Context: an optimization exercise on an open-source flow, tuned for small area, a short achievable clock period and few clock cycles per item. The choices shown serve that exercise and are no tape-out recipe.
Only simulation tests tie the RTL to the original design; equivalence was not proved.
Power and IR drop assume default switching activity.

===== flow/constraint.sdc =====
create_clock -name core_clock -period 12.0 [get_ports {clk}]
set_input_delay 2.4000 -clock core_clock [delete_from_list [all_inputs] [get_ports {clk}]]
set_output_delay 2.4000 -clock core_clock [all_outputs]
set_load 0.01 [all_outputs]

===== flow/flow/run.sh =====
#!/bin/bash
# The standard layout (the standard.sh, unchanged synthesis), with two
# changes to how it is made:
#  - buffer_ports puts plain buffers (buf_2) on the ports instead of the
#    default delay-buffer cell;
set -euo pipefail
export BUFFER_PORTS_ARGS="-buffer_cell sky130_fd_sc_hd__buf_2"
export SETUP_SLACK_MARGIN=6.5
bash standard.sh > standard_flow.log 2>&1

===== flow/standard.sh =====
#!/bin/bash
# synth_recipe.tcl (not shown) runs the flow's synth.tcl, then flattens the netlist and writes it again
# the make line also repeats each setting of config.mk as NAME=value (left out here)
make -C /OpenROAD-flow-scripts/flow DESIGN_CONFIG=/design/flow/config.mk WORK_HOME=/design/flow/orfs CLKGATE_MAP_FILE= SYNTH_SCRIPT=/design/flow/synth_recipe.tcl "${@:-finish}"

===== flow/config.mk =====
export PLATFORM = sky130hd
export DESIGN_NAME = dxt_block_decoder
export DESIGN_NICKNAME = dxt_block_decoder
export VERILOG_FILES = /design/flow/design.v
export SDC_FILE = /design/flow/constraint.sdc
export NUM_CORES = 4
export LEC_CHECK = 0
export ABC_AREA = 1
export CAP_MARGIN = 20
export CORE_MARGIN = 2
export CORE_UTILIZATION = 45
export SLEW_MARGIN = 20

===== flow/design.v =====
module dxt_dist (
    input  wire [7:0] x0,
    input  wire [7:0] x1,
    output wire       neg,
    output wire [7:0] dd
);
    wire [8:0] d10 = {1'b0, x1} - {1'b0, x0};
    wire [7:0] d01 = x0 - x1;
    assign neg = d10[8];
    assign dd  = neg ? d01 : d10[7:0];
endmodule
module dxt_color_lerp (
    input  wire       four,
    input  wire [7:0] x0,
    input  wire [7:0] x1,
    output wire [7:0] p2,
    output wire [7:0] p3
);
    localparam [1791:0] T_div3 = 1792'hab56a54a94e9d3a54a951a346850a13e7cf9d3a74d9b3664c992e5cb952a5499326448911e3c78d1a3458b16244890e1c3850a141830604080fdfbf7cf9f3d7af5e3c78eddbb74e9d3972e5c3870ddbb76cd9b356ad5a3468cd9b364c993162c583060bd7af5cb972d5ab562c58ad5ab54a952952a5428509d3a74c993254a95224488d1a344891214285020407cf9f3c78f1d3a74e1c386cd9b3468d193264c18305cb972c58b152a54a14284c99324489112244810203c78f1c3870d1a3460c182c58b14285091224408101c3870c183050a14204080c18304081010204000;
    function automatic [6:0] div3;
        input [7:0] i;
        div3 = T_div3[7*i +: 7];
    endfunction
    wire       neg;
    wire [7:0] dd;
    dxt_dist u_d (.x0(x0), .x1(x1), .neg(neg), .dd(dd));
    wire [7:0] u  = {1'b0, div3(dd)};
    wire [7:0] w  = four ? u : {1'b0, dd[7:1]};
    wire       ci = neg | (!four & dd[0]);
    assign p2 = x0 + (w ^ {8{neg}}) + {7'd0, ci};
    assign p3 = (x1 + (w ^ {8{!neg}}) + {7'd0, !neg}) & {8{four}};
endmodule
module dxt_alpha_pal (
    input  wire        eight,
    input  wire [7:0]  a0,
    input  wire [7:0]  a1,
    input  wire [7:0]  add,
    output wire [47:0] ap
);
    localparam [191:0] T_t71 = 192'h249000007fffff6db6d6db6d9249236db6d2492449249000;
    function automatic [2:0] t71;
        input [5:0] i;
        t71 = T_t71[3*i +: 3];
    endfunction
    localparam [255:0] T_t72 = 256'h221111000ffffeeeddddcccbbbbaaa9999888777766655554443333222111100;
    function automatic [3:0] t72;
        input [5:0] i;
        t72 = T_t72[4*i +: 4];
    endfunction
    localparam [319:0] T_t73 = 320'hdef5ace718c5ef6b56b5a527394a518c20f7bdce6b58c62d6a52529420e7318c52908318c4208400;
    function automatic [4:0] t73;
        input [5:0] i;
        t73 = T_t73[5*i +: 5];
    endfunction
    localparam [95:0] T_u51 = 96'hdb6b6db2491b6da492249200;
    function automatic [2:0] u51;
        input [4:0] i;
        u51 = T_u51[3*i +: 3];
    endfunction
    localparam [127:0] T_u52 = 128'hcccbbaaa998887766655444332221100;
    function automatic [3:0] u52;
        input [4:0] i;
        u52 = T_u52[4*i +: 4];
    endfunction
    wire [4:0] h  = add[7:3];
    wire [5:0] s7 = {1'b0, h} + {3'd0, add[2:0]};
    wire [6:0] h3 = {2'd0, h} + {1'b0, h, 1'b0};
    wire [7:0] f1 = {3'd0, h} + {5'd0, t71(s7)};
    wire [7:0] f2 = {2'd0, h, 1'b0} + {4'd0, t72(s7)};
    wire [7:0] f3 = {1'b0, h3} + {3'd0, t73(s7)};
    wire [3:0] H  = add[7:4];
    wire [4:0] s5 = {1'b0, H} + {1'b0, add[3:0]};
    wire [5:0] H3 = {2'd0, H} + {1'b0, H, 1'b0};
    wire [7:0] g1 = {2'd0, H3} + {5'd0, u51(s5)};
    wire [7:0] g2 = {1'b0, H3, 1'b0} + {4'd0, u52(s5)};
    wire [7:0] t1  = eight ? f1 : g1;
    wire [7:0] t2  = eight ? f2 : g2;
    wire [7:0] ap2 = a0 + (t1 ^ {8{eight}}) + {7'd0, eight};
    wire [7:0] ap3 = a0 + (t2 ^ {8{eight}}) + {7'd0, eight};
    wire [7:0] ap4 = eight ? a0 - f3 : a1 - g2;
    wire [7:0] ap5 = eight ? a1 + f3 : a1 - g1;
    wire [7:0] ap6 = (a1 + f2) & {8{eight}};
    wire [7:0] ap7 = (a1 + f1) | {8{!eight}};
    assign ap = {ap7, ap6, ap5, ap4, ap3, ap2};
endmodule
module dxt_block_decoder (
    input  wire         clk,
    input  wire         rst,         
    input  wire         in_valid,
    output wire         in_ready,
    input  wire         in_fmt,      
    input  wire [127:0] in_data,
    output reg          out_valid,
    input  wire         out_ready,
    output wire [511:0] out_px
);
    reg  v1;
    wire adv = !out_valid || out_ready;
    assign in_ready = adv;
    always @(posedge clk) begin
        if (rst) begin
            v1        <= 1'b0;
            out_valid <= 1'b0;
        end else if (adv) begin
            v1        <= in_valid;
            out_valid <= v1;
        end
    end
    wire [7:0]  ia0   = in_data[7:0];
    wire [7:0]  ia1   = in_data[15:8];
    wire        four1 = in_data[15:0] > in_data[31:16];
    wire        aneg;
    wire [7:0]  iadd;
    dxt_dist u_ad (.x0(ia0), .x1(ia1), .neg(aneg), .dd(iadd));
    wire [47:0] asx;
    genvar k;
    generate
        for (k = 0; k < 16; k = k + 1) begin : g_as
            wire t = !four1 && in_data[32+2*k +: 2] == 2'd3;
            assign asx[3*k +: 3] = in_fmt ? in_data[16+3*k +: 3] : {2'b11, !t};
        end
    endgenerate
    reg         four_q, eight_q;
    reg [15:0]  c0_q, c1_q;
    reg [31:0]  cs_q;
    reg [7:0]   a0_q, a1_q, ad_q;
    reg [47:0]  as_q;
    always @(posedge clk) begin
        if (adv) begin
            four_q  <= in_fmt | four1;
            eight_q <= in_fmt & aneg;
            c0_q    <= in_fmt ? in_data[79:64]  : in_data[15:0];
            c1_q    <= in_fmt ? in_data[95:80]  : in_data[31:16];
            cs_q    <= in_fmt ? in_data[127:96] : in_data[63:32];
            a0_q    <= ia0;
            a1_q    <= ia1;
            ad_q    <= iadd;
            as_q    <= asx;
        end
    end
    wire [23:0] x0 = {c0_q[4:0], c0_q[4:2], c0_q[10:5], c0_q[10:9], c0_q[15:11], c0_q[15:13]};
    wire [23:0] x1 = {c1_q[4:0], c1_q[4:2], c1_q[10:5], c1_q[10:9], c1_q[15:11], c1_q[15:13]};
    wire [23:0] p2, p3;
    wire [47:0] ap;
    generate
        for (k = 0; k < 3; k = k + 1) begin : g_ch
            dxt_color_lerp u_cl (.four(four_q), .x0(x0[8*k +: 8]), .x1(x1[8*k +: 8]),
                                 .p2(p2[8*k +: 8]), .p3(p3[8*k +: 8]));
        end
    endgenerate
    dxt_alpha_pal u_ap (.eight(eight_q), .a0(a0_q), .a1(a1_q), .add(ad_q), .ap(ap));
    reg [15:0] pc0_q, pc1_q;
    reg [23:0] pc2_q, pc3_q;
    reg [63:0] pa_q;
    reg [31:0] ps_q;
    reg [47:0] pt_q;
    always @(posedge clk) begin
        if (adv) begin
            pc0_q <= c0_q;
            pc1_q <= c1_q;
            pc2_q <= p2;
            pc3_q <= p3;
            pa_q  <= {ap, a1_q, a0_q};
            ps_q  <= cs_q;
            pt_q  <= as_q;
        end
    end
    wire [23:0] e0 = {pc0_q[4:0], pc0_q[4:2], pc0_q[10:5], pc0_q[10:9], pc0_q[15:11], pc0_q[15:13]};
    wire [23:0] e1 = {pc1_q[4:0], pc1_q[4:2], pc1_q[10:5], pc1_q[10:9], pc1_q[15:11], pc1_q[15:13]};
    generate
        for (k = 0; k < 16; k = k + 1) begin : g_px
            wire [1:0] ci = ps_q[2*k +: 2];
            wire [2:0] ai = pt_q[3*k +: 3];
            reg  [23:0] col;
            always @(*) begin
                case (ci)
                    2'd0: col = e0;
                    2'd1: col = e1;
                    2'd2: col = pc2_q;
                    default: col = pc3_q;
                endcase
            end
            wire [7:0] alp = pa_q[8*ai +: 8];
            assign out_px[32*k +: 32] = {alp, col};
        end
    endgenerate
endmodule

==> run_results.csv, run 1 <==
group,metric,value,unit
outcome,outcome,"timing/DRC/antenna clean",
routing,wire_per_inst,28.3,um
yosys,synth_top_area_share,27.7,%
setup_path,crit_fanout,18,
die,core,0.0866,mm^2
routing,drc,0,
cts,cts_buffer_depth,3,
die,ios,647,
yosys,synth_fp_nets,6096,
sta,fin_worst_skew,0.0242,ns
yosys,ys_warn_count,3,
sta,relSlewSlack,11.9,%
routing,drtIter0Drc,6454,
power,power.density,285,mW/mm^2
setup_path,worst-endpoint-required,9.60,ns
sta,hold_viol,0,
global_routing,antenna_found_initial,17,
yosys,syn_area_per_cell,6.85,um^2
cts,hold_buffers,0,
sta,final-setup-viol-count,0,
yosys,yosys-top-cells-area,"edfxtp_1, nand2_1, o21ai_0, a21oi_1, ha_1",
sta,fin_setup_tns,0,ns
place,port_buffers,646,
layout,drive_gt1_share,16.4,%
yosys,synthCells,5739,
global_routing,first_global_vias,42376,
power,p_leak,19.4,nW
yosys,synth_compound_area_share,32.5,%
run,max_cap_viol_count,0,
yosys,synth-xor-area-share,2.93,%
yosys,ys_seq_area_share,27.8,%
yosys,yosysMostFrequentCell,"nand2_1",
routing,viasPerCell,6.52,
routing,vias,47138,
die,start_util,45.4,%
yosys,synth_top_cell_by_area,"edfxtp_1",
routing,ant_nets,0,
global_routing,grt_pass1_wl,290,mm
cts,clock_sinks,364,
cts,clk-insertion-delay-late,0.60,ns
yosys,synth-simple-area-share,18.8,%
layout,multi_input_area,0.0248,mm^2
power,power.total,12.8,mW
global_routing,grt_overflow,0,
setup_path,worst-r2r-setup-slack,6.65,ns
cts,numCtsBuffers,43,
setup_path,arrival,3.12,ns
die,die_area,0.0897,mm^2
global_routing,grt_use_total,43.5,%
min_path,hold_path.class,"flip-flop to flip-flop",
sta,rsz0062_at_grt,"yes",
yosys,synthFlopType,"edfxtp_1",
sta,fin_crit_sh,46.0,%
die,rows,108,
sta,period_minus_slack,5.52,ns
yosys,synth_fa_ha_area_share,7.82,%
place,place.gp.congestion,1.04,
yosys,muxShareOfSynthArea,0.153,%
layout,fillers,8780,
die,die_x,300,um
yosys,synth-seq-cells,364,
sta,finalMaxSlewViolations,0,
die,dieHeight,300,um
yosys,synth_commonest_cells,"nand2_1, o21ai_0, a21oi_1",
sta,fmax,0.181,GHz
cts,cts_tree,"built",
sta,tightest_slew,1.32,ns
yosys,synth_edf_count,362,
setup_path,end_kind,"output port",
routing,dr.pass1.iters,7,
yosys,ys_types,59,
place,post-dp-hpwl,141,mm
yosys,async_flop_share,0,%
cts,htreeDepth,2,
global_routing,grt_start_max_net_pins,187,
setup_path,worstSetupPathType,"flip-flop to output port",
layout,area_delta_synth_final,13.7,%
place,place_inst,7095,
routing,wl,204,mm
layout,seqCellArea,0.0109,mm^2
yosys,syn_area,0.0393,mm^2
setup_path,worst_setup_path_start_kind,"flip-flop",
layout,final_core_util,51.6,%
power,ir_worst_vdd,0.288,mV
cts,clkTransAtPathRegs,0.06,ns
yosys,synth_top_family_by_area,"compound AO/OA/AOI/OAI gates",
cts,cts_root_buf,"clkbuf_16",
layout,final_net_count,6396,
layout,stdcell_count,7235,
[state kept, by name (all words and copies together), names as in the netlist]
register and flops:
pa_q 64, as_q 48, pt_q 48, cs_q 32, ps_q 32, pc2_q 24, pc3_q 24, c0_q 16
c1_q 16, pc0_q 16, pc1_q 16, a0_q 8, a1_q 8, ad_q 8, eight_q 1, four_q 1
out_valid 1, v1 1
[stage by stage]
| step | area (um^2) | hold WS (ns) | setup slack, ns |
|---|---|---|---|
| after global routing | 44700 | 0.423 | 6.36 |
| after detailed placement | 42400 | 0.405 | 5.60 |
| after CTS | 44000 | 0.405 | 6.36 |
| after global placement | 42400 | 0.401 | 5.70 |
| after floorplan | 39300 | 0.400 | 3.11 |
| final | 44700 | 0.417 | 6.48 |
[critical path, cell delays in order (launching register included)]
cell and delay, ns:
edfxtp_1 0.45, nand2_1 0.46, clkinv_1 0.81, nand2_1 0.22, o2111ai_1 0.31, buf_2 0.27
[per-layer routing]
metal,part of all wire (%),GRT usage (%),vias to the layer above
met3,12,12.3,1065
met1,36,51.9,21753
met4,9.9,34.3,22
met2,42,65.9,3380
li1,-,-,20918
met5,0.075,0,-
[power breakdown]
part | leakage (nW) | internal, mW | switching (mW)
Clock | 0.684 | 0.757 | 0.595
Sequential | 3.74 | 1.87 | 0.896
Combinational | 15.0 | 2.95 | 5.69
[worst paths after layout]
path / start / to / depth (start not counted)
worst max register to register: ad_q[3] / pa_q[47] / 29
worst min register to register: as_q[43] / pt_q[43] / 0
worst max-delay path: ps_q[21] / out_px[323] / 5
worst min-delay path: as_q[43] / pt_q[43] / 0
[logic make-up after synthesis]
logic type,after synthesis
buffers and inverters,1013
AOI/OAI and AO/OA,2168
and+or+nand+nor,1836
muxes,6
DFF,364
adders and majority gates,224
xor gates and xnor gates,128
[final cells by class]
| cell class | instances | share of cell area, % |
|---|---|---|
| Antenna cell | 8 | 0.0448 |
| Clock buffer | 49 | 2.46 |
| Clock inverter | 29 | 0.703 |
| Inverter | 512 | 4.43 |
| Multi-Input combinational cell | 4362 | 55.5 |
| Sequential cell | 364 | 24.4 |
| Tap cell | 1155 | 3.23 |
| Timing Repair Buffer | 754 | 9.20 |
| Timing Repair inverter | 2 | 0.0224 |
[placed cells by master, fill, tap and decap left out, drive strengths merged, types with 5 or more instances in the layout]
master    count
mux2i         6
buf         754
inv         506
o21bai       11
nand2      1215
o22ai       119
o21ai       884
xor2        102
a31oi       146
ha          188
fa           36
nor2        427
or2          12
diode         8
clkinv       22
nor3         15
a21o          5
nand3       159
a21oi       556
edfxtp      362
o221ai       10
clkbuf       49
o2111ai     264
o211ai      139
xnor2        26
a32oi        15
clkinvlp     11
[timing repair]
item	4_1_cts	5_1_grt
pin swaps	1	25
buffers inserted	9	38
resized for setup	9	100
setup endpoints to repair	16	37
gates cloned	0	2
Testbench counts, summed over its fixed seeds: cycles 3,216, items 3,200.
==> run 2: changes to the inputs <==
--- a/flow/design.v
+++ b/flow/design.v
@@ -17,17 +17,14 @@
     output wire [7:0] p3
 );
-    localparam [1791:0] T_div3 = 1792'hab56a54a94e9d3a54a951a346850a13e7cf9d3a74d9b3664c992e5cb952a5499326448911e3c78d1a3458b16244890e1c3850a141830604080fdfbf7cf9f3d7af5e3c78eddbb74e9d3972e5c3870ddbb76cd9b356ad5a3468cd9b364c993162c583060bd7af5cb972d5ab562c58ad5ab54a952952a5428509d3a74c993254a95224488d1a344891214285020407cf9f3c78f1d3a74e1c386cd9b3468d193264c18305cb972c58b152a54a14284c99324489112244810203c78f1c3870d1a3460c182c58b14285091224408101c3870c183050a14204080c18304081010204000;
-    function automatic [6:0] div3;
-        input [7:0] i;
-        div3 = T_div3[7*i +: 7];
+    localparam [4095:0] T_sdiv3 = 4096'h00fffffffefefefdfdfdfcfcfcfbfbfbfafafaf9f9f9f8f8f8f7f7f7f6f6f6f5f5f5f4f4f4f3f3f3f2f2f2f1f1f1f0f0f0efefefeeeeeeedededecececebebebeaeaeae9e9e9e8e8e8e7e7e7e6e6e6e5e5e5e4e4e4e3e3e3e2e2e2e1e1e1e0e0e0dfdfdfdedededddddddcdcdcdbdbdbdadadad9d9d9d8d8d8d7d7d7d6d6d6d5d5d5d4d4d4d3d3d3d2d2d2d1d1d1d0d0d0cfcfcfcecececdcdcdcccccccbcbcbcacacac9c9c9c8c8c8c7c7c7c6c6c6c5c5c5c4c4c4c3c3c3c2c2c2c1c1c1c0c0c0bfbfbfbebebebdbdbdbcbcbcbbbbbbbababab9b9b9b8b8b8b7b7b7b6b6b6b5b5b5b4b4b4b3b3b3b2b2b2b1b1b1b0b0b0afafafaeaeaeadadadacacacababab55555454545353535252525151515050504f4f4f4e4e4e4d4d4d4c4c4c4b4b4b4a4a4a4949494848484747474646464545454444444343434242424141414040403f3f3f3e3e3e3d3d3d3c3c3c3b3b3b3a3a3a3939393838383737373636363535353434343333333232323131313030302f2f2f2e2e2e2d2d2d2c2c2c2b2b2b2a2a2a2929292828282727272626262525252424242323232222222121212020201f1f1f1e1e1e1d1d1d1c1c1c1b1b1b1a1a1a1919191818181717171616161515151414141313131212121111111010100f0f0f0e0e0e0d0d0d0c0c0c0b0b0b0a0a0a0909090808080707070606060505050404040303030202020101010000;
+    function automatic [7:0] sdiv3;
+        input [8:0] i;
+        sdiv3 = T_sdiv3[8*i +: 8];
     endfunction
-    wire       neg;
-    wire [7:0] dd;
-    dxt_dist u_d (.x0(x0), .x1(x1), .neg(neg), .dd(dd));
-    wire [7:0] u  = {1'b0, div3(dd)};
-    wire [7:0] w  = four ? u : {1'b0, dd[7:1]};
-    wire       ci = neg | (!four & dd[0]);
-    assign p2 = x0 + (w ^ {8{neg}}) + {7'd0, ci};
-    assign p3 = (x1 + (w ^ {8{!neg}}) + {7'd0, !neg}) & {8{four}};
+    wire [8:0] d  = {1'b0, x1} - {1'b0, x0};
+    wire [8:0] d1 = d + 9'd1;
+    wire [7:0] s  = four ? sdiv3(d) : d1[8:1];
+    assign p2 = x0 + s;
+    assign p3 = (x1 - s) & {8{four}};
 endmodule
 module dxt_alpha_pal (
@@ -66,20 +63,34 @@
     wire [5:0] s7 = {1'b0, h} + {3'd0, add[2:0]};
     wire [6:0] h3 = {2'd0, h} + {1'b0, h, 1'b0};
-    wire [7:0] f1 = {3'd0, h} + {5'd0, t71(s7)};
-    wire [7:0] f2 = {2'd0, h, 1'b0} + {4'd0, t72(s7)};
-    wire [7:0] f3 = {1'b0, h3} + {3'd0, t73(s7)};
     wire [3:0] H  = add[7:4];
     wire [4:0] s5 = {1'b0, H} + {1'b0, add[3:0]};
     wire [5:0] H3 = {2'd0, H} + {1'b0, H, 1'b0};
-    wire [7:0] g1 = {2'd0, H3} + {5'd0, u51(s5)};
-    wire [7:0] g2 = {1'b0, H3, 1'b0} + {4'd0, u52(s5)};
-    wire [7:0] t1  = eight ? f1 : g1;
-    wire [7:0] t2  = eight ? f2 : g2;
-    wire [7:0] ap2 = a0 + (t1 ^ {8{eight}}) + {7'd0, eight};
-    wire [7:0] ap3 = a0 + (t2 ^ {8{eight}}) + {7'd0, eight};
-    wire [7:0] ap4 = eight ? a0 - f3 : a1 - g2;
-    wire [7:0] ap5 = eight ? a1 + f3 : a1 - g1;
-    wire [7:0] ap6 = (a1 + f2) & {8{eight}};
-    wire [7:0] ap7 = (a1 + f1) | {8{!eight}};
+    wire [2:0] T1 = t71(s7);
+    wire [3:0] T2 = t72(s7);
+    wire [4:0] T3 = t73(s7);
+    wire [2:0] U1 = u51(s5);
+    wire [3:0] U2 = u52(s5);
+    wire [7:0] ci  = {7'd0, eight};
+    wire [7:0] nci = {7'd0, !eight};
+    wire [7:0] x2  = eight ? ~{3'd0, h} : {2'd0, H3};
+    wire [7:0] y2  = eight ? ~{5'd0, T1} : {5'd0, U1};
+    wire [7:0] b2  = a0 + x2 + ci;
+    wire [7:0] ap2 = b2 + y2 + ci;
+    wire [7:0] x3  = eight ? ~{2'd0, h, 1'b0} : {1'b0, H3, 1'b0};
+    wire [7:0] y3  = eight ? ~{4'd0, T2} : {4'd0, U2};
+    wire [7:0] b3  = a0 + x3 + ci;
+    wire [7:0] ap3 = b3 + y3 + ci;
+    wire [7:0] x4  = eight ? ~{1'b0, h3} : ~{1'b0, H3, 1'b0};
+    wire [7:0] y4  = eight ? ~{3'd0, T3} : ~{4'd0, U2};
+    wire [7:0] b4  = (eight ? a0 : a1) + x4 + 8'd1;
+    wire [7:0] ap4 = b4 + y4 + 8'd1;
+    wire [7:0] x5  = eight ? {1'b0, h3} : ~{2'd0, H3};
+    wire [7:0] y5  = eight ? {3'd0, T3} : ~{5'd0, U1};
+    wire [7:0] b5  = a1 + x5 + nci;
+    wire [7:0] ap5 = b5 + y5 + nci;
+    wire [7:0] b6  = a1 + {2'd0, h, 1'b0};
+    wire [7:0] ap6 = (b6 + {4'd0, T2}) & {8{eight}};
+    wire [7:0] b7  = a1 + {3'd0, h};
+    wire [7:0] ap7 = (b7 + {5'd0, T1}) | {8{!eight}};
     assign ap = {ap7, ap6, ap5, ap4, ap3, ap2};
 endmodule
==> run 2 against run 1 <==
Effect of this change: register-to-register slack gained 0.30 ns; critical path depth grew 1; global-route usage shrank 4.8 points; count of clock-buffer cells in the layout shrank 1; synthesized area shrank 0.82%; critical path type unchanged.
==> run_results.csv, run 2 <==
group,metric,value,unit
place,place.gp.congestion,1.17,
layout,layout_commonest_cell,"nand2_1",
yosys,synth_top_cell_by_area,"edfxtp_1",
yosys,synth_compound_area_share,30.9,%
global_routing,first_global_vias,40070,
layout,area_delta_synth_final,11.9,%
setup_path,arrival,3.15,ns
yosys,synthCells,5761,
cts,numCtsBuffers,42,
routing,drtIter0Drc,5987,
setup_path,worstSetupPathType,"flip-flop to output port",
sta,final-setup-viol-count,0,
die,core,0.0855,mm^2
place,port_buffers,646,
layout,largest_reg_flops,64,
cts,clk-insertion-delay-late,0.57,ns
cts,cts_buffer_depth,3,
layout,largest-register,"pa_q",
cts,htreeDepth,2,
global_routing,grt_use_total,38.7,%
routing,drc,0,
run,max_cap_viol_count,0,
yosys,synth_fa_ha_area_share,8.29,%
yosys,ys_types,53,
sta,whs,0.419,ns
sta,rsz0062_at_grt,"no",
layout,top_regs,"pa_q: 64 flops, as_q: 48 flops, pt_q: 48 flops",
sta,relSlewSlack,15.0,%
global_routing,grt_pass1_wl,264,mm
yosys,syn_area,0.0390,mm^2
cts,clock_sinks,364,
yosys,syn_area_per_cell,6.77,um^2
routing,wl,180,mm
power,ir_worst_vdd,0.156,mV
cts,cts_tree,"built",
sta,worst_slack,6.45,ns
layout,final_cell_mix,"nand2_1, o21ai_0, buf_2",
cts,cts_root_buf,"clkbuf_16",
global_routing,grt_start_max_net_pins,188,
yosys,synth_top_family_by_area,"compound AO/OA/AOI/OAI gates",
routing,dr.pass1.iters,9,
routing,ant_nets,0,
power,power.density,241,mW/mm^2
cts,hold_buffers,0,
die,die_x,298,um
yosys,synth_commonest_cells,"nand2_1, o21ai_0, a21oi_1",
global_routing,grt_overflow,0,
layout,drive_gt1_share,13.8,%
yosys,ys_warn_count,3,
layout,multi_input_area,0.0244,mm^2
die,die_area,0.0890,mm^2
sta,fin_setup_tns,0,ns
sta,fin_worst_skew,0.0357,ns
yosys,synthFlopType,"edfxtp_1",
yosys,async_flop_share,0,%
layout,fillers,8603,
yosys,synth_edf_count,362,
setup_path,crit_fanout,11,
die,start_util,45.6,%
sta,period_minus_slack,5.55,ns
yosys,synth-simple-area-share,21.3,%
sta,finalMaxSlewViolations,0,
die,rows,107,
setup_path,worst-endpoint-required,9.60,ns
yosys,synth-xor-area-share,1.95,%
routing,viasPerCell,6.33,
die,ios,647,
cts,clkTransAtPathRegs,0.06,ns
yosys,muxShareOfSynthArea,0.170,%
global_routing,antenna_found_initial,12,
sta,hold_viol,0,
layout,seqCellArea,0.0109,mm^2
routing,wire_per_inst,25.1,um
place,place_ws,5.87,ns
yosys,yosys-top-cells-area,"edfxtp_1, nand2_1, o21ai_0, a21oi_1, o2111ai_1",
setup_path,end_kind,"output port",
sta,tightest_slew,1.28,ns
yosys,synth_top_area_share,27.9,%
power,p_leak,19.1,nW
sta,fmax,0.180,GHz
layout,final_net_count,6373,
setup_path,worst_setup_path_start_kind,"flip-flop",
place,post-dp-hpwl,137,mm
layout,final_core_util,51.0,%
die,dieHeight,298,um
power,power.total,10.5,mW
yosys,ys_seq_area_share,28.0,%
routing,vias,45544,
yosys,yosysMostFrequentCell,"nand2_1",
outcome,outcome,"timing/DRC/antenna clean",
yosys,synth_fp_nets,6121,
min_path,hold_path.class,"flip-flop to flip-flop",
sta,fin_crit_sh,46.2,%
yosys,synth-seq-cells,364,
==> run 2: cell types whose count changed in the layout (fill, tap and decap cells not counted), moves of 21 or more <==
cell / change
a21oi_1: -40
buf_4: -37
fa_1: +21
inv_1: -27
nand2_1: +95
nand3_1: +133
nor2_1: +45
o21ai_0: -35
xor2_1: -39
==> run 2: repair_timing <==
| item | in CTS | in global routing |
|---|---|---|
| buffers inserted | 2 | 7 |
| cloned | 1 | 0 |
| setup endpoints to repair | 1 | 27 |
| gates resized for setup | 0 | 14 |
| pin swaps | 1 | 0 |
==> run 2: critical path, cell delays in order (launching register included) <==
cell,delay [ns]
edfxtp_1,0.48
nor2_1,1.00
nand2_1,0.18
o21ai_0,0.14
a21oi_1,0.08
o21ai_0,0.43
buf_2,0.27
==> run 2: worst paths after layout <==
path / cells after the start / to / start / slack (ns)
worst min-delay path: 0 / pt_q[28] / as_q[28] / 0.42
worst max-delay path: 6 / out_px[202] / ps_q[13] / 6.45
worst min register to register: 0 / pt_q[28] / as_q[28] / 0.42
worst max register to register: 21 / pa_q[47] / ad_q[4] / 6.95
==> run 2: power breakdown <==
part	leakage, nW	internal, mW	switching (mW)
Combinational	14.8	2.20	4.46
Sequential	3.74	1.83	0.757
Clock	0.638	0.694	0.545
==> run 2: metrics by stage <==
stage	instances	cell area, um^2
final	7193	43600
after global routing	7190	43600
after CTS	7182	43500
after detailed placement	7103	42200
after global placement	7102	42100
after floorplan	5761	39000
==> run 2: final cells by class <==
type | count | share of cell area, %
multi-input combinational | 4426 | 56.1
sequential | 364 | 25.0
timing repair buffer | 709 | 8.53
inverter | 469 | 4.05
tap | 1144 | 3.28
clock buffer | 48 | 2.46
clock inverter | 28 | 0.537
antenna | 4 | 0.0230
timing repair inverter | 1 | 0.0115
==> run 2: cells by family after synthesis <==
| logic type | Yosys count |
|---|---|
| and+or+nand+nor | 2075 |
| xor gates and xnor gates | 80 |
| AOI/OAI and AO/OA | 2038 |
| DFF | 364 |
| buffers and inverters | 971 |
| muxes | 6 |
| adders and majority gates | 227 |
==> run 2: routing by layer <==
layer  share of wire [%]  global-route usage [%]  vias up
li1                    -                       -    20825
met1                  41                    53.7    21200
met2                  41                    56.1     2988
met3                  12                    9.57      521
met4                 5.9                    18.7       10
met5               0.031                       0        -
Testbench counts of run 2, summed over its fixed seeds: cycles 3,216, items 3,200.
==> run 3: changes to the inputs <==
==> flow/flow/run.sh (replaced) <==
#!/bin/bash
# The standard layout (the standard.sh, unchanged synthesis), with two
# changes to how it is made:
#  - buffer_ports puts plain buffers (buf_1) on the ports instead of the
#    default delay-buffer cell;
set -euo pipefail
export BUFFER_PORTS_ARGS="-buffer_cell sky130_fd_sc_hd__buf_1"
export SETUP_SLACK_MARGIN=6.75
bash standard.sh > standard_flow.log 2>&1
==> run 3 against run 2 <==
Effect of this change: sequential cell count unchanged; highest routed layer unchanged; still clean on timing, DRC and antenna; critical path type unchanged; synthesized area is the same; synthesized cell count unchanged; largest power group unchanged.
==> run_results.csv, run 3 <==
group,metric,value,unit
cts,numCtsBuffers,42,
cts,clkTransAtPathRegs,0.07,ns
cts,cts_tree,"built",
sta,fin_worst_skew,0.0229,ns
layout,design_area,0.0431,mm^2
layout,stdcell_count,7202,
routing,ant_nets,0,
layout,fillers,8622,
yosys,syn_area_per_cell,6.77,um^2
layout,largest_reg_flops,64,
layout,multi_input_area,0.0245,mm^2
yosys,ys_types,53,
setup_path,worst_setup_path_start_kind,"flip-flop",
setup_path,end_kind,"output port",
sta,fin_setup_tns,0,ns
yosys,yosysMostFrequentCell,"nand2_1",
sta,rsz0062_at_grt,"yes",
routing,viasPerCell,6.39,
routing,m1WireLength,72.0,mm
power,p_leak,17.4,nW
cts,cts_buffer_depth,3,
place,port_buffers,646,
layout,drive_gt1_share,3.73,%
place,place.gp.congestion,1.05,
place,post-dp-hpwl,137,mm
setup_path,crit_fanout,24,
layout,final_net_count,6383,
routing,topRoutingLayerUsed,"met5",
layout,final_cell_mix,"nand2_1, o21ai_0, buf_1",
sta,finalMaxSlewViolations,0,
layout,area_delta_synth_final,10.6,%
power,ir_worst_vdd,0.147,mV
setup_path,worst-endpoint-required,9.60,ns
layout,layout_commonest_cell,"nand2_1",
layout,largest-register,"pa_q",
setup_path,arrival,2.88,ns
cts,clock_sinks,364,
sta,fmax,0.189,GHz
layout,seqCellArea,0.0109,mm^2
cts,htreeDepth,2,
die,rows,107,
yosys,synthCells,5761,
global_routing,grt_start_max_net_pins,86,
outcome,outcome,"timing/DRC/antenna clean",
global_routing,first_global_vias,39418,
sta,final-setup-viol-count,0,
sta,period_minus_slack,5.28,ns
yosys,synth_fp_nets,6121,
layout,top_regs,"pa_q: 64 flops, as_q: 48 flops, pt_q: 48 flops",
die,dieHeight,298,um
yosys,syn_area,0.0390,mm^2
routing,dr.pass1.iters,9,
yosys,synth_edf_count,362,
yosys,synth-seq-cells,364,
sta,hold_viol,0,
yosys,synthFlopType,"edfxtp_1",
global_routing,grt_use_total,38.4,%
cts,hold_buffers,0,
yosys,async_flop_share,0,%
setup_path,worstSetupPathType,"flip-flop to output port",
global_routing,grt_overflow,0,
global_routing,antenna_found_initial,8,
sta,whs,0.413,ns
sta,fin_crit_sh,44.0,%
cts,cts_root_buf,"clkbuf_16",
place,place_area,0.0413,mm^2
yosys,ys_warn_count,3,
sta,relSlewSlack,18.6,%
yosys,ys_seq_area_share,28.0,%
yosys,synth_top_area_share,27.9,%
power,power.density,244,mW/mm^2
global_routing,grt_pass1_wl,262,mm
run,max_cap_viol_count,0,
routing,vias,45986,
routing,wl,181,mm
die,core,0.0855,mm^2
routing,wl_met3,22.5,mm
die,die_area,0.0890,mm^2
cts,clk-insertion-delay-late,0.57,ns
yosys,yosys-top-cells-area,"edfxtp_1, nand2_1, o21ai_0, a21oi_1, o2111ai_1",
die,die_x,298,um
routing,drc,0,
min_path,hold_path.class,"flip-flop to flip-flop",
routing,wl_met2,74.4,mm
yosys,synth_top_cell_by_area,"edfxtp_1",
yosys,synth_commonest_cells,"nand2_1, o21ai_0, a21oi_1",
routing,wire_per_inst,25.1,um
die,ios,647,
routing,drtIter0Drc,6170,
die,start_util,45.6,%
sta,tightest_slew,1.21,ns
place,place_inst,7102,
-- run 3: changes by cell type in the layout (fill, tap and decap cells not counted), moves of 7 or more --
cell	previous run	this run
nor2_2	12	19
buf_4	63	72
buf_2	645	0
buf_1	0	643
nor2_1	447	440
clkinv_1	18	11
-- run 3: final timing paths --
kind | from | endpoint | slack (ns) | depth (start not counted)
max | ps_q[13] | out_px[202] | 6.72 | 3
min | as_q[28] | pt_q[28] | 0.41 | 0
max reg2reg | ad_q[5] | pa_q[46] | 7.06 | 22
min reg2reg | as_q[28] | pt_q[28] | 0.41 | 0
-- run 3: final cells by class --
| cell class | instances | share of cell area (%) |
|---|---|---|
| multi-input combinational | 4426 | 56.9 |
| sequential | 364 | 25.3 |
| clock buffer | 50 | 2.56 |
| inverter | 469 | 4.13 |
| antenna | 2 | 0.0116 |
| timing repair buffer | 720 | 6.99 |
| tap | 1144 | 3.32 |
| clock inverter | 27 | 0.758 |
-- run 3: kinds of logic after synthesis --
| logic type | share of synthesized area, % |
|---|---|
| simple gates | 21.3 |
| compound gates | 30.9 |
| buf+inv | 9.46 |
| flops | 28.0 |
| fa+ha+maj | 8.29 |
| xor+xnor | 1.95 |
| mux | 0.170 |
-- run 3: what timing repair did --
item                       4_1_cts  5_1_grt
gates resized for setup         15       30
pin swaps                        1        1
setup endpoints to repair       31       30
setup buffers                    1       19
-- run 3: worst max-delay path: stages, from the launching register on --
cell and delay [ns]:
edfxtp_1 0.47, nand2_1 0.54, o21ai_0 1.07, buf_1 0.23
-- run 3: per-stage QoR --
stage | total power [mW] | util, % | worst slack, ns
floorplan | 6.55 | - | 3.11
global placement | 8.79 | 48.3 | 6.37
detailed placement | 8.86 | 48.3 | 6.37
CTS | 10.2 | 50.1 | 6.73
global route | 11.2 | 50.4 | 6.73
finish | 10.5 | 50.4 | 6.72
-- run 3: layer usage --
metal  GRT usage [%]  vias to the layer above
met3            9.14                      612
met5               0                        -
met1            53.3                    21494
met2            55.3                     3013
met4            19.8                       10
li1                -                    20857
-- run 3: power breakdown --
group          leakage (nW)  switching [mW]  internal, mW
combinational          12.9            4.49          2.09
sequential             3.74           0.746          1.83
clock                 0.699           0.550         0.795
==> run 4: changes to the inputs <==
--- a/flow/design.v
+++ b/flow/design.v
@@ -108,5 +108,5 @@
     reg  v1;
     wire adv = !out_valid || out_ready;
-    assign in_ready = adv;
+    assign in_ready = out_ready;
     always @(posedge clk) begin
         if (rst) begin
@@ -114,5 +114,5 @@
             out_valid <= 1'b0;
         end else if (adv) begin
-            v1        <= in_valid;
+            v1        <= in_valid && in_ready;
             out_valid <= v1;
         end
--- a/flow/flow/run.sh
+++ b/flow/flow/run.sh
@@ -6,4 +6,4 @@
 set -euo pipefail
 export BUFFER_PORTS_ARGS="-buffer_cell sky130_fd_sc_hd__buf_1"
-export SETUP_SLACK_MARGIN=6.75
+export SETUP_SLACK_MARGIN=7.0
 bash standard.sh > standard_flow.log 2>&1
==> run 4 against run 3 <==
Effect of this change: setup slack improved by 0.24 ns; cell area increased by 2.0%; wire length increased by 7.8%; register-to-register slack improved by 0.15 ns; non-clock buffer count increased by 47; sequential share of layout area decreased by 0.49 points.
==> run_results.csv, run 4 <==
group,metric,value,unit
outcome,outcome,"timing/DRC/antenna clean",
sta,hold_viol,0,
global_routing,antenna_found_initial,17,
place,place.gp.congestion,1.04,
cts,htreeDepth,2,
sta,fmax,0.199,GHz
power,swShare,55.6,%
cts,cts_tree,"built",
die,die_area,0.0895,mm^2
layout,largest_reg_flops,64,
layout,area_delta_synth_final,12.1,%
setup_path,cp_slowest_cell,"o21ai_0",
yosys,synth_top_cell_by_area,"edfxtp_1",
sta,fin_worst_skew,0.0423,ns
yosys,ys_warn_count,3,
cts,cts_root_buf,"clkbuf_16",
global_routing,grt_use_total,41.2,%
power,p_sw,5.88,mW
layout,largest-register,"pa_q",
cts,numCtsBuffers,42,
setup_path,worst_setup_path_start_kind,"flip-flop",
min_path,hold_path.class,"flip-flop to flip-flop",
yosys,synthCells,5757,
power,comb_power_share,63.5,%
sta,relSlewSlack,11.3,%
cts,clkTransAtPathRegs,0.06,ns
layout,layout_commonest_cell,"nand2_1",
routing,vias,46866,
routing,wire_per_inst,26.8,um
routing,drc,0,
yosys,synth_commonest_cells,"nand2_1, o21ai_0, a21oi_1",
sta,fin_crit_sh,42.0,%
yosys,yosys-top-cells-area,"edfxtp_1, nand2_1, o21ai_0, a21oi_1, o2111ai_1",
yosys,yosysMostFrequentCell,"nand2_1",
cts,cts_buffer_depth,3,
place,port_buffers,646,
die,ios,647,
sta,finalMaxSlewViolations,0,
layout,final_cell_mix,"nand2_1, o21ai_0, buf_1",
setup_path,worst-endpoint-required,9.60,ns
layout,design_area,0.0439,mm^2
setup_path,arrival,2.64,ns
yosys,syn_area,0.0392,mm^2
setup_path,path_cells,"nand2_1, o21ai_0, buf_1",
global_routing,grt_pass1_wl,277,mm
global_routing,first_global_vias,40581,
layout,top_regs,"pa_q: 64 flops, as_q: 48 flops, pt_q: 48 flops",
setup_path,worstSetupPathType,"flip-flop to output port",
die,die_x,299,um
routing,ant_nets,0,
sta,tightest_slew,1.33,ns
power,ir_worst_vdd,0.150,mV
power,power.density,241,mW/mm^2
layout,final_core_util,50.8,%
cts,clock_sinks,364,
run,max_cap_viol_count,0,
layout,final_net_count,6423,
routing,wl,195,mm
yosys,synth_top_area_share,27.7,%
yosys,ys_seq_area_share,27.8,%
yosys,syn_area_per_cell,6.81,um^2
power,power.total,10.6,mW
setup_path,end_kind,"output port",
yosys,synthFlopType,"edfxtp_1",
routing,drtIter0Drc,6568,
die,start_util,45.3,%
die,core,0.0865,mm^2
yosys,async_flop_share,0,%
place,post-dp-hpwl,143,mm
cts,clk-insertion-delay-late,0.58,ns
die,rows,108,
die,dieHeight,299,um
yosys,synth-seq-cells,364,
power,internal_power,4.69,mW
global_routing,grt_start_max_net_pins,190,
yosys,synth_edf_count,362,
sta,period_minus_slack,5.04,ns
sta,rsz0062_at_grt,"yes",
cts,hold_buffers,0,
routing,viasPerCell,6.46,
sta,final-setup-viol-count,0,
place,place_area,0.0416,mm^2
global_routing,grt_overflow,0,
yosys,synth_fp_nets,6117,
power,p_leak,17.6,nW
layout,drive_gt1_share,5.56,%
sta,fin_setup_tns,0,ns
power,seqPwrFrac,24.5,%
routing,dr.pass1.iters,7,
setup_path,crit_fanout,24,
yosys,ys_types,60,
setup_path,max_stage_delay,0.88,ns
power,p_clk_share,12.0,%
[run 4: routing by layer]
| layer | vias to the layer above | wire [um] | global-route usage, % |
|---|---|---|---|
| met5 | - | 125 | 0.317 |
| met2 | 3338 | 78700 | 58.5 |
| met3 | 690 | 25800 | 12.5 |
| met4 | 16 | 12900 | 20.7 |
| li1 | 20973 | - | - |
| met1 | 21849 | 77300 | 56.6 |
[run 4: layout make-up]
| cell class | count | area, um^2 |
|---|---|---|
| antenna | 9 | 22.5 |
| clock buffer | 51 | 1110 |
| clock inverter | 25 | 254 |
| fill | 8843 | 42500 |
| inverter | 478 | 1870 |
| multi-input combinational | 4409 | 24900 |
| sequential | 364 | 10900 |
| tap | 1155 | 1450 |
| timing repair buffer | 767 | 3460 |
| timing repair inverter | 1 | 7.51 |
[run 4: what timing repair did]
action / 4_1_cts / 5_1_grt
pin swaps: 1 / 2
gates cloned: 0 / 1
buffers inserted: 17 / 38
resized for setup: 33 / 82
endpoints found under the setup margin: 93 / 130
endpoints found under the hold margin: 0 / 0
[run 4: logic make-up after synthesis]
group / synth area share, %
XOR/XNOR: 1.91
buffers and inverters: 9.69
AO/OA/AOI/OAI: 31.0
multiplexers: 0.169
flip-flops: 27.8
adder cells (fa/ha/maj): 8.24
AND/OR/NAND/NOR: 21.1
[run 4: path summary, 6_finish.rpt]
check                           startpoint  slack, ns  cells past startpoint           to
worst max-delay path              ps_q[13]       6.96                      3  out_px[195]
worst min-delay path              as_q[12]       0.39                      0     pt_q[12]
worst max register to register     ad_q[5]       7.21                     22     pa_q[46]
worst min register to register    as_q[12]       0.39                      0     pt_q[12]
[run 4: through the flow]
stage / std cells / setup WS [ns] / hold WS (ns)
2_1_floorplan: 5757 / 7.08 / 0.400
3_3_place_gp: 7116 / 6.47 / 0.400
3_5_place_dp: 7116 / 6.40 / 0.405
4_1_cts: 7209 / 6.98 / 0.400
5_1_grt: 7255 / 6.82 / 0.420
6_report: 7259 / 6.96 / 0.394
[run 4: power groups by stage]
stage / registers [mW] / logic [mW] / clock network [mW]
floorplan: 1.94 / 4.51 / 0
global placement: 2.55 / 6.23 / 0
detailed placement: 2.55 / 6.27 / 0
CTS: 2.52 / 6.36 / 1.29
global route: 2.57 / 7.29 / 1.33
finish: 2.59 / 6.72 / 1.27
[run 4: worst max-delay path, delay by kind of cell (launching register included)]
kind | cells | cell delay [ns]
flops | 1 | 0.39
compound gates | 1 | 0.88
simple gates | 1 | 0.60
buf+inv | 1 | 0.22
Testbench counts of run 4, summed over its fixed seeds: cycles 3,216, items 3,200.
==> run 5: changes to the inputs <==
--- a/flow/config.mk
+++ b/flow/config.mk
@@ -9,4 +9,4 @@
 export CAP_MARGIN = 20
 export CORE_MARGIN = 2
-export CORE_UTILIZATION = 45
+export CORE_UTILIZATION = 52
 export SLEW_MARGIN = 20
==> run 5 against run 4 <==
Effect of this change: still clean; sequential cell count unchanged; combinational power increased by 0.7%; clock skew decreased by 0.021 ns; wire length decreased by 1.4%; utilization increased by 7.6 points; clock power decreased by 7%; largest power group unchanged.
==> run_results.csv, run 5 <==
group,metric,value,unit
setup_path,cp_top_family,"buffers and inverters",
die,ios,647,
global_routing,grt_use_total,47.0,%
layout,largest-register,"pa_q",
yosys,yosysMostFrequentCell,"nand2_1",
yosys,ys_seq_area_share,27.8,%
routing,wire_per_inst,27.2,um
min_path,hold_path.class,"flip-flop to flip-flop",
cts,cts_tree,"built",
setup_path,arrival,2.76,ns
routing,vias,47789,
routing,drc,0,
routing,viasPerCell,6.76,
setup_path,timing.rr.end,"pa_q[31]",
cts,htreeDepth,2,
yosys,syn_area_per_cell,6.81,um^2
yosys,synth_fp_nets,6117,
sta,final-setup-viol-count,0,
setup_path,cp_slowest_cell,"edfxtp_1",
setup_path,r2r_cells,20,
routing,ant_nets,0,
setup_path,worst_setup_path_start_kind,"flip-flop",
setup_path,critPathMostFrequentCell,"nand2_1",
outcome,outcome,"timing/DRC/antenna clean",
global_routing,grt_pass1_wl,274,mm
sta,fin_setup_tns,0,ns
cts,hold_buffers,0,
yosys,async_flop_share,0,%
power,p_leak,17.6,nW
die,die_x,279,um
layout,design_area,0.0436,mm^2
sta,relSlewSlack,13.4,%
yosys,yosys-top-cells-area,"edfxtp_1, nand2_1, o21ai_0, a21oi_1, o2111ai_1",
power,power.density,242,mW/mm^2
sta,whs,0.415,ns
die,rows,100,
place,post-dp-hpwl,138,mm
yosys,synthCells,5757,
layout,area_delta_synth_final,11.2,%
yosys,ys_types,60,
place,port_buffers,646,
cts,cts_buffer_depth,3,
cts,numCtsBuffers,40,
die,dieHeight,279,um
yosys,synth_edf_count,362,
setup_path,crit_buf_inv,2,
setup_path,path_cells,"nand2_1, clkinv_2, nand2_1, o2111ai_1, buf_1",
power,ir_worst_vdd,0.195,mV
routing,dr.pass1.iters,10,
sta,tightest_slew,1.30,ns
sta,worst_slack,6.84,ns
global_routing,first_global_vias,41567,
global_routing,grt_start_max_net_pins,185,
cts,clk-insertion-delay-late,0.57,ns
setup_path,worstSetupPathType,"flip-flop to output port",
sta,period_minus_slack,5.16,ns
place,place_ws,6.83,ns
yosys,synth_top_cell_by_area,"edfxtp_1",
yosys,ys_warn_count,3,
layout,top_regs,"pa_q: 64 flops, as_q: 48 flops, pt_q: 48 flops",
layout,largest_reg_flops,64,
setup_path,worst-endpoint-required,9.60,ns
global_routing,antenna_found_initial,12,
die,die_area,0.0776,mm^2
run,max_cap_viol_count,0,
setup_path,crit-reg2reg-launch,"ad_q[4]",
place,place_area,0.0413,mm^2
place,place.gp.congestion,1.07,
sta,rsz0062_at_grt,"yes",
setup_path,end_kind,"output port",
setup_path,max_stage_delay,0.49,ns
yosys,syn_area,0.0392,mm^2
setup_path,crit_fanout,10,
sta,fin_worst_skew,0.0211,ns
layout,final_cell_mix,"nand2_1, o21ai_0, buf_1",
yosys,synth_top_area_share,27.7,%
yosys,synth_commonest_cells,"nand2_1, o21ai_0, a21oi_1",
die,start_util,52.6,%
die,core,0.0746,mm^2
cts,clkTransAtPathRegs,0.07,ns
sta,fin_crit_sh,43.0,%
setup_path,crit_end,"out_px[289]",
cts,clock_sinks,364,
routing,drtIter0Drc,8140,
setup_path,worst-r2r-setup-slack,7.17,ns
yosys,synth-seq-cells,364,
setup_path,cp.depth,5,
min_path,hold_depth,0,
layout,final_net_count,6423,
sta,hold_viol,0,
setup_path,cp-startpoint,"ps_q[18]",
layout,drive_gt1_share,5.47,%
layout,fillers,7280,
global_routing,grt_overflow,0,
routing,wl,192,mm
sta,finalMaxSlewViolations,0,
sta,fmax,0.194,GHz
layout,layout_commonest_cell,"nand2_1",
cts,cts_root_buf,"clkbuf_16",
power,power.total,10.5,mW
yosys,synthFlopType,"edfxtp_1",
-- run 5: cell counts after synthesis --
Identical to the previous run, type by type.
-- run 5: layout make-up --
| type | instances | area [um^2] | area share [%] |
|---|---|---|---|
| clock buffers | 53 | 1090 | 2.51 |
| well taps | 969 | 1210 | 2.78 |
| repair buffers | 770 | 3440 | 7.90 |
| flip-flops and latches | 364 | 10900 | 25.0 |
| inverters | 478 | 1860 | 4.27 |
| clock inverters | 18 | 150 | 0.344 |
| multi-input cells | 4409 | 24900 | 57.1 |
| diodes | 5 | 12.5 | 0.0287 |
-- run 5: layer usage --
layer  GRT usage [%]  up-vias  wire [um]  part of all wire, %
li1                -    20966          -                    -
met1            62.0    21777      70700                   37
met3            16.4      984      29400                   15
met2            64.6     4050      75100                   39
met4            30.8       12      16800                  8.7
met5           0.750        -         83                0.043
-- run 5: worst min-delay path by stage --
| stage | end | from |
|---|---|---|
| finish | pt_q[25] | as_q[25] |
| CTS | pt_q[19] | as_q[19] |
| detailed placement | ps_q[6] | cs_q[6] |
| floorplan | ps_q[0] | cs_q[0] |
| global route | pt_q[45] | as_q[45] |
| global placement | pt_q[12] | as_q[12] |
-- run 5: what timing repair did --
| action | in CTS | in global routing |
|---|---|---|
| gates resized for setup | 23 | 78 |
| pin swaps | 0 | 3 |
| setup buffers | 15 | 48 |
| endpoints found under the setup margin | 108 | 130 |
-- run 5: cell families (layout without fill, tap and decap cells) --
group / Yosys count / after routing / synth area share [%]
muxes: 6 / 6 / 0.169
and+or+nand+nor: 2052 / 2052 / 21.1
adders and majority gates: 227 / 227 / 8.24
xor gates and xnor gates: 79 / 79 / 1.91
AOI/OAI and AO/OA: 2045 / 2045 / 31.0
other: 0 / 5 / 0
DFF: 364 / 364 / 27.8
buffers and inverters: 984 / 1319 / 9.69
-- run 5: worst reg2reg max path, cell delays in order (launching register included) --
cell      delay [ns]
edfxtp_1        0.53
buf_4           0.20
ha_1            0.19
fa_1            0.61
inv_1           0.09
ha_1            0.22
a21oi_1         0.22
o21ai_0         0.11
a31oi_1         0.33
o21bai_1        0.21
fa_1            0.45
ha_1            0.34
a21oi_1         0.15
o21ai_0         0.15
a21o_1          0.21
a21oi_1         0.18
inv_1           0.06
a21oi_1         0.12
nor2_1          0.05
nor2_1          0.10
xor2_1          0.07
-- run 5: report_power, final --
| part | leakage, nW | total (mW) | internal (mW) | switching, mW |
|---|---|---|---|---|
| clock network | 0.607 | 1.18 | 0.684 | 0.501 |
| registers | 3.76 | 2.57 | 1.82 | 0.754 |
| logic | 13.2 | 6.77 | 2.12 | 4.65 |
| total | 17.6 | 10.5 | 4.63 | 5.91 |
-- run 5: stage by stage --
step / util (%) / instances
after floorplan: - / 5757
after detailed placement: 55.4 / 6927
after global placement: 55.4 / 6927
after CTS: 57.4 / 7013
final: 58.4 / 7066
after global routing: 58.4 / 7063
==> run 6: changes to the inputs <==
--- a/flow/config.mk
+++ b/flow/config.mk
@@ -9,4 +9,6 @@
 export CAP_MARGIN = 20
 export CORE_MARGIN = 2
-export CORE_UTILIZATION = 52
+export CORE_UTILIZATION = 45
+export CTS_CLUSTER_DIAMETER = 160
+export CTS_CLUSTER_SIZE = 24
 export SLEW_MARGIN = 20
==> run 6 against run 5 <==
Effect of this change: still clean on timing, DRC and antenna; synthesized cell count stayed put; critical path depth stayed put; sequential cell count stayed put; final cell count is 2.0% higher; count of clock-buffer cells in the layout is 34 lower; setup slack better by 0.074 ns; wire length is 1.2% higher; critical path type unchanged; critical endpoint is now out_px[13]; largest cell class unchanged.
==> run_results.csv, run 6 <==
group,metric,value,unit
yosys,async_flop_share,0,%
yosys,yosys-top-cells-area,"edfxtp_1, nand2_1, o21ai_0, a21oi_1, o2111ai_1",
die,ios,647,
routing,drtIter0Drc,6849,
cts,cts_buffer_depth,3,
sta,fmax,0.197,GHz
sta,rsz0062_at_grt,"yes",
yosys,ys_seq_area_share,27.8,%
yosys,synth_edf_count,362,
sta,final-setup-viol-count,0,
die,rows,108,
yosys,synth_commonest_cells,"nand2_1, o21ai_0, a21oi_1",
power,p_leak,17.2,nW
layout,top_regs,"pa_q: 64 flops, as_q: 48 flops, pt_q: 48 flops",
sta,fin_crit_sh,42.4,%
setup_path,timing.rr.end,"pa_q[46]",
min_path,hold_path.class,"flip-flop to flip-flop",
layout,final_cell_mix,"nand2_1, o21ai_0, buf_1",
sta,whs,0.426,ns
yosys,synth_fp_nets,6117,
outcome,outcome,"timing/DRC/antenna clean",
sta,relSlewSlack,9.28,%
global_routing,met3_usage,11.6,%
sta,tightest_slew,1.36,ns
setup_path,worst-r2r-setup-slack,7.26,ns
sta,period_minus_slack,5.08,ns
cts,htreeDepth,1,
sta,finalMaxSlewViolations,0,
global_routing,top_usage_layer,"met2",
global_routing,antenna_found_initial,15,
power,swShare,57.6,%
layout,largest-register,"pa_q",
setup_path,worst-endpoint-required,9.60,ns
power,power.density,233,mW/mm^2
setup_path,r2r_cells,22,
cts,clkTransAtPathRegs,0.10,ns
power,seqPwrFrac,25.8,%
die,dieHeight,299,um
routing,wl,194,mm
sta,fin_setup_tns,0,ns
cts,clock_sinks,364,
sta,fin_worst_skew,0.0349,ns
run,max_cap_viol_count,0,
power,ir_worst_vdd,0.154,mV
layout,final_net_count,6402,
cts,numCtsBuffers,19,
yosys,yosysMostFrequentCell,"nand2_1",
setup_path,cp-startpoint,"pc1_q[8]",
setup_path,crit_fanout,14,
yosys,synth-seq-cells,364,
die,start_util,45.3,%
setup_path,arrival,2.68,ns
layout,largest_reg_flops,64,
setup_path,worstSetupPathType,"flip-flop to output port",
place,place.gp.congestion,1.04,
global_routing,use_met1,56.7,%
power,comb_power_share,67.2,%
yosys,synthCells,5757,
cts,cts_tree,"built",
place,port_buffers,646,
yosys,ys_types,60,
cts,cts_root_buf,"clkbuf_16",
global_routing,grt_use_met2,58.3,%
yosys,synth_top_cell_by_area,"edfxtp_1",
die,die_x,299,um
setup_path,crit_end,"out_px[13]",
yosys,ys_warn_count,3,
die,die_area,0.0895,mm^2
yosys,syn_area_per_cell,6.81,um^2
yosys,synthFlopType,"edfxtp_1",
routing,wire_per_inst,27.0,um
routing,dr.pass1.iters,12,
routing,vias,46745,
power,internal_power,4.25,mW
layout,final_core_util,49.8,%
layout,layout_commonest_cell,"nand2_1",
place,post-dp-hpwl,143,mm
global_routing,grt_start_max_net_pins,190,
layout,area_delta_synth_final,9.93,%
power,p_clk_share,7.0,%
layout,drive_gt1_share,4.92,%
sta,hold_viol,0,
power,power.total,10.0,mW
setup_path,crit-reg2reg-launch,"ad_q[3]",
power,p_sw,5.77,mW
cts,clk-insertion-delay-late,0.57,ns
yosys,synth_top_area_share,27.7,%
routing,ant_nets,0,
setup_path,worst_setup_path_start_kind,"flip-flop",
die,core,0.0865,mm^2
cts,hold_buffers,0,
setup_path,end_kind,"output port",
global_routing,first_global_vias,40268,
yosys,syn_area,0.0392,mm^2
global_routing,grt_use_total,40.9,%
global_routing,grt_overflow,0,
global_routing,grt_pass1_wl,276,mm
routing,viasPerCell,6.49,
routing,drc,0,
## run 6: what timing repair did
action / 4_1_cts / 5_1_grt
endpoints found under the setup margin: 83 / 120
buffers inserted: 11 / 45
pin swaps: 0 / 2
gates cloned: 0 / 1
resized for setup: 25 / 81
hold endpoints to repair: 0 / 0
## run 6: area by class of cell
class	instances	area, um^2
fillers	8920	43400
repair inverters	1	7.51
well taps	1155	1450
multi-input cells	4409	24900
inverters	478	1860
diodes	8	20.0
clock inverters	2	28.8
repair buffers	769	3480
clock buffers	19	475
flip-flops and latches	364	10900
## run 6: cells by family (layout without fill, tap and decap cells)
| family | count (synthesis) | count (layout) | share of synthesized area (%) |
|---|---|---|---|
| multiplexers | 6 | 6 | 0.169 |
| adder cells (fa/ha/maj) | 227 | 227 | 8.24 |
| flip-flops | 364 | 364 | 27.8 |
| buffers and inverters | 984 | 1269 | 9.69 |
| AND/OR/NAND/NOR | 2052 | 2052 | 21.1 |
| XOR/XNOR | 79 | 79 | 1.91 |
| AO/OA/AOI/OAI | 2045 | 2045 | 31.0 |
| other | 0 | 8 | 0 |
## run 6: metal layers
metal	part of all wire (%)	vias up	wire, um
li1	-	20900	-
met1	40	21810	77300
met4	6.5	8	12700
met2	41	3361	78800
met3	13	666	25600
met5	0.024	-	46
## run 6: worst max-delay path, cell delays in order, from the launching register on
cell and delay [ns]:
edfxtp_1 0.58, clkinvlp_4 0.50, o22ai_1 0.25, a21oi_1 0.08
o21ai_0 0.49, buf_1 0.22
## run 6: stage by stage
| step | cells | setup WS (ns) | cell area, um^2 |
|---|---|---|---|
| 4_1_cts | 7148 | 6.99 | 42300 |
| 3_3_place_gp | 7116 | 6.47 | 41600 |
| 5_1_grt | 7202 | 6.95 | 43100 |
| 2_1_floorplan | 5757 | 7.08 | 39200 |
| 6_report | 7205 | 6.92 | 43100 |
| 3_5_place_dp | 7116 | 6.40 | 41600 |
## run 6: worst min path at each step
| stage | endpoint | from | depth (start not counted) | slack, ns |
|---|---|---|---|---|
| after floorplan | ps_q[0] | cs_q[0] | 0 | 0.40 |
| after global placement | pt_q[18] | as_q[18] | 0 | 0.40 |
| after detailed placement | pt_q[23] | as_q[23] | 0 | 0.40 |
| after CTS | pt_q[43] | as_q[43] | 0 | 0.43 |
| after global routing | pt_q[38] | as_q[38] | 0 | 0.43 |
| final | pt_q[2] | as_q[2] | 0 | 0.43 |
## run 6: power groups by stage
| stage | Sequential [mW] | Combinational (mW) | Clock, mW |
|---|---|---|---|
| 6_report | 2.59 | 6.73 | 0.705 |
| 5_1_grt | 2.56 | 7.29 | 0.748 |
| 4_1_cts | 2.51 | 6.33 | 0.717 |
| 3_5_place_dp | 2.55 | 6.27 | 0 |
| 3_3_place_gp | 2.55 | 6.23 | 0 |
| 2_1_floorplan | 1.94 | 4.51 | 0 |
==> run 7: changes to the inputs <==
--- a/flow/flow/run.sh
+++ b/flow/flow/run.sh
@@ -6,4 +6,4 @@
 set -euo pipefail
 export BUFFER_PORTS_ARGS="-buffer_cell sky130_fd_sc_hd__buf_1"
-export SETUP_SLACK_MARGIN=7.0
+export SETUP_SLACK_MARGIN=6.95
 bash standard.sh > standard_flow.log 2>&1
==> run 7 against run 6 <==
Effect of this change: still clean on timing, DRC and antenna; sequential cell count stayed put; power is 0.20% lower; utilization decreased by 0.13 points; global-route usage is essentially flat; setup slack worse by 0.042 ns; wire length up 0.13%; non-clock buffer count decreased by 7; clock skew increased by 0.0013 ns; via count up 0.25%; highest routed layer unchanged.
==> run_results.csv, run 7 <==
group,metric,value,unit
outcome,outcome,"timing/DRC/antenna clean",
setup_path,cp_slowest_cell,"o2111ai_1",
setup_path,end_kind,"output port",
layout,layout_commonest_cell,"nand2_1",
place,post-dp-hpwl,143,mm
sta,tightest_slew,1.34,ns
layout,largest_reg_flops,64,
die,start_util,45.3,%
run,max_cap_viol_count,0,
yosys,ys_types,60,
die,die_area,0.0895,mm^2
sta,final-setup-viol-count,0,
yosys,yosysMostFrequentCell,"nand2_1",
sta,rsz0062_at_grt,"yes",
die,die_x,299,um
setup_path,crit_buf_inv,1,
global_routing,grt_use_total,40.9,%
yosys,ys_seq_area_share,27.8,%
power,p_leak,17.2,nW
yosys,yosys-top-cells-area,"edfxtp_1, nand2_1, o21ai_0, a21oi_1, o2111ai_1",
setup_path,crit_fanout,24,
die,rows,108,
global_routing,grt_overflow,0,
routing,vias,46863,
yosys,synthCells,5757,
yosys,syn_area_per_cell,6.81,um^2
cts,clkTransAtPathRegs,0.10,ns
sta,whs,0.426,ns
die,dieHeight,299,um
min_path,hold_path.class,"flip-flop to flip-flop",
layout,drive_gt1_share,4.57,%
setup_path,worst_setup_path_start_kind,"flip-flop",
layout,top_regs,"pa_q: 64 flops, as_q: 48 flops, pt_q: 48 flops",
setup_path,worstSetupPathType,"flip-flop to output port",
yosys,syn_area,0.0392,mm^2
place,place.gp.congestion,1.04,
routing,dr.pass1.iters,9,
place,place_ws,6.40,ns
sta,finalMaxSlewViolations,0,
yosys,async_flop_share,0,%
yosys,synth_fp_nets,6117,
layout,largest-register,"pa_q",
sta,period_minus_slack,5.13,ns
setup_path,worst-endpoint-required,9.60,ns
routing,viasPerCell,6.51,
yosys,synth_top_area_share,27.7,%
cts,clk-insertion-delay-late,0.57,ns
place,port_buffers,646,
die,ios,647,
layout,final_cell_mix,"nand2_1, o21ai_0, buf_1",
yosys,synth-seq-cells,364,
routing,wire_per_inst,27.0,um
power,ir_worst_vdd,0.144,mV
global_routing,antenna_found_initial,16,
routing,drc,0,
routing,ant_nets,0,
cts,clock_sinks,364,
setup_path,path_cells,"nand2_1, o2111ai_1, buf_1",
sta,worst_slack,6.87,ns
routing,drtIter0Drc,6785,
cts,cts_tree,"built",
global_routing,grt_start_max_net_pins,190,
sta,fin_setup_tns,0,ns
power,power.density,233,mW/mm^2
sta,fmax,0.195,GHz
sta,relSlewSlack,10.7,%
cts,htreeDepth,1,
sta,fin_worst_skew,0.0363,ns
global_routing,first_global_vias,40125,
cts,cts_root_buf,"clkbuf_16",
cts,numCtsBuffers,19,
sta,fin_crit_sh,42.7,%
sta,hold_viol,0,
die,core,0.0865,mm^2
yosys,synth_commonest_cells,"nand2_1, o21ai_0, a21oi_1",
setup_path,cp_top_family,"compound AO/OA/AOI/OAI gates",
setup_path,worst-r2r-setup-slack,7.23,ns
layout,final_net_count,6395,
layout,area_delta_synth_final,9.64,%
routing,wl,195,mm
setup_path,max_stage_delay,0.89,ns
yosys,synth_edf_count,362,
yosys,ys_warn_count,3,
setup_path,arrival,2.73,ns
cts,cts_buffer_depth,3,
global_routing,grt_pass1_wl,276,mm
yosys,synthFlopType,"edfxtp_1",
yosys,synth_top_cell_by_area,"edfxtp_1",
[run 7: cells by family (layout without fill, tap and decap cells)]
kind of cell / count (synthesis) / in the layout / synth area share, %
compound gates: 2045 / 2045 / 31.0
simple gates: 2052 / 2052 / 21.1
fa+ha+maj: 227 / 227 / 8.24
xor+xnor: 79 / 79 / 1.91
flops: 364 / 364 / 27.8
buf+inv: 984 / 1262 / 9.69
mux: 6 / 6 / 0.169
other cells: 0 / 8 / 0
[run 7: path summary, 6_finish.rpt]
kind	startpoint	to	cells after the start
worst max-delay path	ps_q[4]	out_px[79]	3
worst min-delay path	as_q[2]	pt_q[2]	0
worst max register to register	ad_q[3]	pa_q[47]	24
worst min register to register	as_q[2]	pt_q[2]	0
[run 7: report_power, final]
group	switching [mW]	internal (mW)	leakage [nW]	total (mW)
registers	0.754	1.82	3.76	2.57
logic	4.60	2.13	13.2	6.73
clock network	0.414	0.291	0.249	0.705
[run 7: final cells by class]
class                      instances  area, um^2
tap                             1155        1450
clock inverter                     2        28.8
fill                            8928       43500
clock buffer                      19         475
timing repair buffer             762        3440
inverter                         478        1850
antenna                            8        20.0
multi-input combinational       4409       24800
timing repair inverter             1        7.51
sequential                       364       10900
[run 7: stage by stage]
stage	util (%)	total power [mW]	instances	cell area [um^2]
2_1_floorplan	-	6.45	5757	39200
3_3_place_gp	48.1	8.78	7116	41600
3_5_place_dp	48.1	8.82	7116	41600
5_1_grt	49.7	10.6	7195	43000
4_1_cts	48.8	9.55	7142	42200
6_report	49.7	10.0	7198	43000
[run 7: what timing repair did]
action                                  in CTS  in global routing
gates cloned                                 0                  1
pin swaps                                    0                  1
endpoints found under the setup margin      58                117
resized for setup                           16                 68
setup buffers                                5                 44
hold buffers                                 0                  0
[run 7: per-layer routing]
layer	GRT usage, %	up-vias	share of wire, %
li1	-	20891	-
met1	56.7	21970	40
met2	58.2	3323	40
met3	11.8	667	13
met4	19.6	12	6.4
met5	0	-	0.038

## what the ideal ports hide
The results above use ideal ports. As a check the final layouts listed here were re-extracted and re-timed, cells and wires unchanged.
Step 1 (the two cells are an assumption about what drives the block):
set clk [get_ports {clk}]
set_driving_cell -lib_cell sky130_fd_sc_hd__clkbuf_16 $clk
set_driving_cell -lib_cell sky130_fd_sc_hd__buf_2 [delete_from_list [all_inputs] $clk]
Step 2 moves the port delays by t, midway between the first and last clock arrival at a register: inputs arrive t later, outputs are due t later. That takes back most of the time a late clock gives input paths.
Three values: ideal, step 1, step 2; two values: the first two.
| run | shift t [ns] | setup slack, ns | worst hold slack (ns) | worst data-port slew with drivers (ns) | cell pins on the clock port's net |
|---|---|---|---|---|---|
| run 1 | 0.661 | 6.479 / 6.406 / 6.573 | 0.417 / 0.417 / 0.417 | 0.09 | 1 |
| run 2 | 0.619 | 6.451 / 6.389 / 6.520 | 0.419 / 0.419 / 0.419 | 0.16 | 1 |
| run 3 | 0.625 | 6.720 / 6.660 / 6.416 | 0.413 / 0.413 / 0.413 | 0.17 | 1 |
| run 4 | 0.639 | 6.963 / 6.889 / 6.942 | 0.394 / 0.394 / 0.394 | 0.17 | 1 |
| run 5 | 0.626 | 6.843 / 6.772 / 6.967 | 0.415 / 0.415 / 0.415 | 0.28 | 1 |
| run 6 | 0.619 | 6.916 / 6.847 / 6.945 | 0.426 / 0.426 / 0.426 | 0.16 | 1 |
| run 7 | 0.617 | 6.874 / 6.808 / 6.954 | 0.426 / 0.426 / 0.426 | 0.16 | 1 |
After both steps every run listed still meets setup and hold. For run 3, which loses most, drivers alone change the setup slack by -0.060 ns; drivers and shift together by -0.304 ns.
